Context: an optimization exercise on an open-source flow, tuned for small area, a short achievable clock period and few clock cycles per item. The choices shown serve that exercise and are no tape-out recipe. In this exercise RTL edits were held to simulation tests only and were not proved equivalent to the original. Power and IR drop assume default switching activity.

the previous run:
==> flow/design.v <==
module link_parser #(
    parameter CTR_W = 32
) (
    input  wire             clk,
    input  wire             rst,           
    input  wire             in_valid,
    input  wire [7:0]       in_data,
    output wire             in_ready,
    output wire             out_valid,
    input  wire             out_ready,
    output wire [7:0]       out_data,
    output wire             out_last,
    output reg  [CTR_W-1:0] err_framing,
    output reg  [CTR_W-1:0] err_length,
    output reg  [CTR_W-1:0] err_crc
);
    localparam [7:0] START   = 8'hAA;
    localparam [7:0] VERSION = 8'h01;
    localparam [7:0] STOP    = 8'h55;
    localparam [7:0] MAX_LEN = 8'd240;
    localparam integer N = 245;
    localparam [2:0] S_WAIT     = 3'd0,
                     S_HDR0     = 3'd1,
                     S_HDR1     = 3'd2,
                     S_HDR2     = 3'd3,
                     S_HDR3     = 3'd4,
                     S_PAYLOAD  = 3'd5,
                     S_CHECKSUM = 3'd6,
                     S_END      = 3'd7;
    reg       in_rdy;
    reg       ir_v;
    reg [7:0] ir_d;
    assign in_ready = in_rdy;
    always @(posedge clk) begin
        ir_d <= in_data;
        if (rst) ir_v <= 1'b0;
        else     ir_v <= in_valid && in_rdy;
    end
    reg [2:0] stage;
    reg [7:0] crc;
    reg [7:0] rem;                 
    reg [7:0] crc_next;
    integer k;
    always @(*) begin
        crc_next = ((stage == S_HDR0) ? 8'h00 : crc) ^ ir_d;
        for (k = 0; k < 8; k = k + 1)
            crc_next = crc_next[7] ? ((crc_next << 1) ^ 8'h31) : (crc_next << 1);
    end
    wire p_wait = ir_v && stage == S_WAIT;
    wire p_hdr0 = ir_v && stage == S_HDR0;
    wire p_hdr3 = ir_v && stage == S_HDR3;
    wire p_pay  = ir_v && stage == S_PAYLOAD;
    wire p_chk  = ir_v && stage == S_CHECKSUM;
    wire p_end  = ir_v && stage == S_END;
    wire len_bad = ir_d > MAX_LEN;
    wire crc_ok  = ir_d == crc;
    wire stop_ok = ir_d == STOP;
    reg  st_store;
    wire wr_en  = ir_v && st_store;
    wire commit = p_end && stop_ok;
    wire abort  = (p_hdr3 && len_bad) || (p_chk && !crc_ok) || (p_end && !stop_ok);
    reg ev_fram, ev_len, ev_crc;
    always @(posedge clk) begin
        if (rst) begin
            stage   <= S_WAIT;
            st_store <= 1'b0;
            ev_fram <= 1'b0;
            ev_len  <= 1'b0;
            ev_crc  <= 1'b0;
        end else begin
            ev_len  <= p_hdr3 && len_bad;
            ev_crc  <= p_chk && !crc_ok;
            ev_fram <= p_end && !stop_ok;
            if (ir_v) begin
                case (stage)
                    S_WAIT:     if (ir_d == START) stage <= S_HDR0;
                    S_HDR0:     stage <= (ir_d == VERSION) ? S_HDR1 : S_WAIT;
                    S_HDR1:     stage <= S_HDR2;
                    S_HDR2:     stage <= S_HDR3;
                    S_HDR3:     stage <= len_bad ? S_WAIT :
                                         (ir_d == 8'd0) ? S_CHECKSUM : S_PAYLOAD;
                    S_PAYLOAD:  if (rem == 8'd1) stage <= S_CHECKSUM;
                    S_CHECKSUM: stage <= crc_ok ? S_END : S_WAIT;
                    default:    stage <= S_WAIT;
                endcase
                case (stage)
                    S_HDR0:     st_store <= (ir_d == VERSION);
                    S_HDR1:     st_store <= 1'b1;
                    S_HDR2:     st_store <= 1'b1;
                    S_HDR3:     st_store <= !len_bad && (ir_d != 8'd0);
                    S_PAYLOAD:  st_store <= (rem != 8'd1);
                    default:    st_store <= 1'b0;
                endcase
            end
        end
    end
    always @(posedge clk) begin
        if (ir_v && stage != S_CHECKSUM && stage != S_END && stage != S_WAIT)
            crc <= crc_next;
        if (p_hdr3)
            rem <= ir_d;
        else if (p_pay)
            rem <= rem - 1'b1;
    end
    always @(posedge clk) begin
        if (rst) begin
            err_framing <= {CTR_W{1'b0}};
            err_length  <= {CTR_W{1'b0}};
            err_crc     <= {CTR_W{1'b0}};
        end else begin
            if (ev_fram) err_framing <= err_framing + 1'b1;
            if (ev_len)  err_length  <= err_length + 1'b1;
            if (ev_crc)  err_crc     <= err_crc + 1'b1;
        end
    end
    localparam integer R = 256;
    localparam integer D = 8;     
    reg  [7:0]     T;
    reg  [7:0]     last;           
    reg  [8*R-1:0] ring;           
    wire [7:0] vq = ~T;            
    reg        ractive;            
    reg  [7:0] rq;                 
    reg  [7:0] rtap;               
    reg  [1:0] rs;                 
    reg  [7:0] rrem;               
    reg        room;               
    reg        in_att;             
    reg  [7:0] s_cur;              
    reg        cpend;              
    reg  [7:0] qm [0:D-1];
    reg  [3:0] qh, qt;
    reg  [4:0] qn;
    reg  [8:0] wb0, wb1;
    reg  [1:0] wbn;
    reg  [7:0] span;
    wire       live    = ractive || in_att || (qn != 5'd0);
    wire       vq_busy = live && (rtap == 8'hFF || rtap < span);
    wire       next_ok = (vq == last - 1'b1);    
    wire       p_st  = wr_en && !abort;
    wire       c_v   = (wbn != 2'd0) || p_st;
    wire [8:0] c     = (wbn != 2'd0) ? wb0 : {stage == S_HDR1, ir_d};
    wire       wr    = c_v && !vq_busy && (c[8] || next_ok);
    wire       pop_w = wr && (wbn != 2'd0);
    wire       psh_w = p_st && !(wr && wbn == 2'd0);
    wire [1:0] wbn_nx = abort ? 2'd0 : wbn + psh_w - pop_w;
    wire       t_start = wr && c[8];             
    wire       push_q  = cpend && wbn == 2'd0;   
    wire       cpend_nx = commit || (cpend && !push_q);
    wire [7:0] tail = ring[8*R-1 -: 8];
    wire [7:0] inj  = wr ? c[7:0] : tail;
    always @(posedge clk)
        ring <= {ring[8*R-9:0], inj};
    wire [7:0] slot = ring[8*rtap +: 8];
    wire       over = ractive && rs == 2'd3 && rrem == 8'd0;
    wire       cap  = ractive && !over && room;      
    reg       p_v, o0_v, o1_v;
    reg [7:0] p_d, o0_d, o1_d;
    reg       p_len, p_l, o0_l, o1_l;
    wire      p_last = p_len ? (p_d == 8'd0) : p_l;
    wire pop = o0_v && out_ready;
    wire mv  = p_v && !(o1_v && !pop);       
    wire [1:0] t_now = {1'b0, p_v} + {1'b0, o0_v} + {1'b0, o1_v};
    wire [1:0] t_nx  = t_now + cap - pop;
    wire [7:0] qhead = qm[qh];
    wire       jump  = (!ractive || over) && qn != 5'd0;
    reg  [7:0] rq_nx;
    always @(*) begin
        if (ractive && !over)
            rq_nx = cap ? rq - 1'b1 : rq;
        else if (qn != 5'd0)
            rq_nx = qhead;
        else if (in_att)
            rq_nx = s_cur;
        else
            rq_nx = t_start ? vq : last;
    end
    integer i;
    always @(posedge clk) begin
        if (rst) begin
            T       <= 8'd0;
            last    <= 8'd0;
            ractive <= 1'b0;
            rq      <= 8'hFF;
            span    <= 8'hFF;
            rtap    <= 8'hFF;
            rs      <= 2'd0;
            room    <= 1'b0;
            in_att  <= 1'b0;
            cpend   <= 1'b0;
            wbn     <= 2'd0;
            qh      <= 4'd0;
            qt      <= 4'd0;
            qn      <= 5'd0;
            in_rdy  <= 1'b0;
            p_v     <= 1'b0;
            o0_v    <= 1'b0;
            o1_v    <= 1'b0;
        end else begin
            T      <= T + 1'b1;
            if (wr) last <= vq;
            in_rdy <= wbn_nx == 2'd0 && qn + push_q - jump + cpend_nx <= D - 1;
            span   <= rq_nx - (wr ? vq : last);
            room   <= t_nx != 2'd3;
            wbn    <= wbn_nx;
            cpend  <= cpend_nx;
            if (t_start) begin
                in_att <= 1'b1;
                s_cur  <= vq;
            end else if (push_q || abort) begin
                in_att <= 1'b0;
            end
            if (push_q)
                qt <= (qt == D - 1) ? 4'd0 : qt + 1'b1;
            if (jump)
                qh <= (qh == D - 1) ? 4'd0 : qh + 1'b1;
            qn <= qn + push_q - jump;
            rq   <= rq_nx;
            rtap <= rq_nx + T + 1'b1;
            if (jump) begin
                ractive <= 1'b1;
                rs      <= 2'd0;
            end else if (over) begin
                ractive <= 1'b0;
            end else if (cap) begin
                case (rs)
                    2'd0: rs <= 2'd1;
                    2'd1: rs <= 2'd2;
                    2'd2: rs <= 2'd3;
                    default: ;
                endcase
            end
            if (cap)     p_v <= 1'b1;
            else if (mv) p_v <= 1'b0;
            if (pop) begin
                o0_v <= o1_v || mv;
                o1_v <= o1_v && mv;
            end else if (mv) begin
                if (o0_v) o1_v <= 1'b1;
                else      o0_v <= 1'b1;
            end
        end
        if (push_q)
            qm[qt] <= s_cur;
        if (pop_w) wb0 <= (wbn == 2'd2) ? wb1 : {stage == S_HDR1, ir_d};
        else if (psh_w && wbn == 2'd0) wb0 <= {stage == S_HDR1, ir_d};
        if (psh_w && (wbn - pop_w) == 2'd1) wb1 <= {stage == S_HDR1, ir_d};
        if (cap) begin
            if (rs == 2'd2)      rrem <= slot;
            else if (rs == 2'd3) rrem <= rrem - 1'b1;
            p_d   <= slot;
            p_len <= rs == 2'd2;
            p_l   <= rs == 2'd3 && rrem == 8'd1;
        end
        if (pop) begin
            if (o1_v) begin
                o0_d <= o1_d; o0_l <= o1_l;
                o1_d <= p_d;  o1_l <= p_last;
            end else begin
                o0_d <= p_d;  o0_l <= p_last;
            end
        end else if (mv) begin
            if (o0_v) begin o1_d <= p_d; o1_l <= p_last; end
            else      begin o0_d <= p_d; o0_l <= p_last; end
        end
    end
    assign out_valid = o0_v;
    assign out_data  = o0_d;
    assign out_last  = o0_l;
endmodule
clock: 9.0 ns
lec_check: 0
cap_margin: 20
core_margin: 2
core_utilization: 40
place_density: 0.6
setup_slack_margin: 5
slew_margin: 20
standard.sh (not shown) runs the stock make flow with config.mk's settings and CLKGATE_MAP_FILE= SYNTH_SCRIPT=/design/flow/synth_recipe.tcl, a recipe that flattens the netlist after the stock synthesis.
==> flow/flow/run.sh <==
#!/bin/bash
set -euo pipefail
bash standard.sh SETUP_SLACK_MARGIN=6 finish > flow_make.log 2>&1
Testbench counts of the previous run, summed over its fixed seeds: cycles 16,576, bytes 15,426.
Setup changes, the previous run to the current run
diff --git a/flow/design.v b/flow/design.v
--- a/flow/design.v
+++ b/flow/design.v
@@ -112,11 +112,11 @@
             if (ev_len)  err_length  <= err_length + 1'b1;
             if (ev_crc)  err_crc     <= err_crc + 1'b1;
         end
     end
     localparam integer R = 256;
-    localparam integer D = 8;     
+    localparam integer D = 12;     
     reg  [7:0]     T;
     reg  [7:0]     last;           
     reg  [8*R-1:0] ring;           
     wire [7:0] vq = ~T;            
     reg        ractive;            
@@ -131,24 +131,24 @@
     reg  [7:0] qm [0:D-1];
     reg  [3:0] qh, qt;
     reg  [4:0] qn;
     reg  [8:0] wb0, wb1;
     reg  [1:0] wbn;
-    reg  [7:0] span;
     wire       live    = ractive || in_att || (qn != 5'd0);
-    wire       vq_busy = live && (rtap == 8'hFF || rtap < span);
+    wire [7:0] span    = rq - last;
+    wire [7:0] ahead   = rq - vq;
+    wire       vq_busy = live && (ahead <= span);
     wire       next_ok = (vq == last - 1'b1);    
     wire       p_st  = wr_en && !abort;
     wire       c_v   = (wbn != 2'd0) || p_st;
     wire [8:0] c     = (wbn != 2'd0) ? wb0 : {stage == S_HDR1, ir_d};
     wire       wr    = c_v && !vq_busy && (c[8] || next_ok);
     wire       pop_w = wr && (wbn != 2'd0);
     wire       psh_w = p_st && !(wr && wbn == 2'd0);
     wire [1:0] wbn_nx = abort ? 2'd0 : wbn + psh_w - pop_w;
     wire       t_start = wr && c[8];             
-    wire       push_q  = cpend && wbn == 2'd0;   
-    wire       cpend_nx = commit || (cpend && !push_q);
+    wire       push_q  = (commit && wbn_nx == 2'd0) || (cpend && wbn == 2'd0);
     wire [7:0] tail = ring[8*R-1 -: 8];
     wire [7:0] inj  = wr ? c[7:0] : tail;
     always @(posedge clk)
         ring <= {ring[8*R-9:0], inj};
     wire [7:0] slot = ring[8*rtap +: 8];
@@ -180,12 +180,11 @@
         if (rst) begin
             T       <= 8'd0;
             last    <= 8'd0;
             ractive <= 1'b0;
             rq      <= 8'hFF;
-            span    <= 8'hFF;
-            rtap    <= 8'hFF;
+            rtap    <= 8'h00;
             rs      <= 2'd0;
             room    <= 1'b0;
             in_att  <= 1'b0;
             cpend   <= 1'b0;
             wbn     <= 2'd0;
@@ -197,15 +196,16 @@
             o0_v    <= 1'b0;
             o1_v    <= 1'b0;
         end else begin
             T      <= T + 1'b1;
             if (wr) last <= vq;
-            in_rdy <= wbn_nx == 2'd0 && qn + push_q - jump + cpend_nx <= D - 1;
-            span   <= rq_nx - (wr ? vq : last);
+            in_rdy <= wbn_nx == 2'd0 && !(cpend && !push_q) &&
+                      !(commit && !push_q) && qn <= D - 2;
             room   <= t_nx != 2'd3;
             wbn    <= wbn_nx;
-            cpend  <= cpend_nx;
+            if (commit && !push_q) cpend <= 1'b1;
+            else if (push_q)       cpend <= 1'b0;
             if (t_start) begin
                 in_att <= 1'b1;
                 s_cur  <= vq;
             end else if (push_q || abort) begin
                 in_att <= 1'b0;
Results
Per the comparison of the current run with the previous run, layout overhead on the synthesized area decreased 1.1 points; wire length on met2 has decreased; number of enable-type register cells in the synthesized netlist climbed 32.
Comparing the previous run and the current run, the higher wire length was measured on the previous run.
Across both runs, quantity of gates resized following cts was lower for the current run than for the previous run.
Diff the previous run -> the current run: time the worst path needs with I/O delays and setup rose by 1230 ps; placed instance count fell by 32.
Total power of the final layout of the current run exceeds that of the previous run slightly.
Internal power component is lower on the previous run
Standard cell area after detailed placement for the current run is higher than for the previous run.
Testbench counts of the current run, summed over its fixed seeds: cycles 16,481, bytes 15,426.

==> separate check: timing with driven ports <==
The flow's constraints put no driver on any port. The routed layouts listed below were extracted and timed again, unchanged, in two steps. Step 1, drivers: a clkbuf_16 drives clk and a buf_2 each remaining input, both assumed. Step 2 moves the port delays by t, midway between the first and last clock arrival at a register: inputs arrive t later, outputs are due t later. That takes back most of the time a late clock gives input paths. Three values: ideal, step 1, step 2; two values: the first two.
| run | shift t [ns] | setup WS [ns] | worst setup path after step 2 | latest minus earliest clock arrival (ns) |
|---|---|---|---|---|
| the previous run | 0.902 | 4.856 / 4.856 / 4.856 | register to register | 0.046 / 0.046 |
| the current run | 0.907 | 3.630 / 3.630 / 3.630 | register to register | 0.086 / 0.086 |
After both steps every run listed still meets setup and hold.
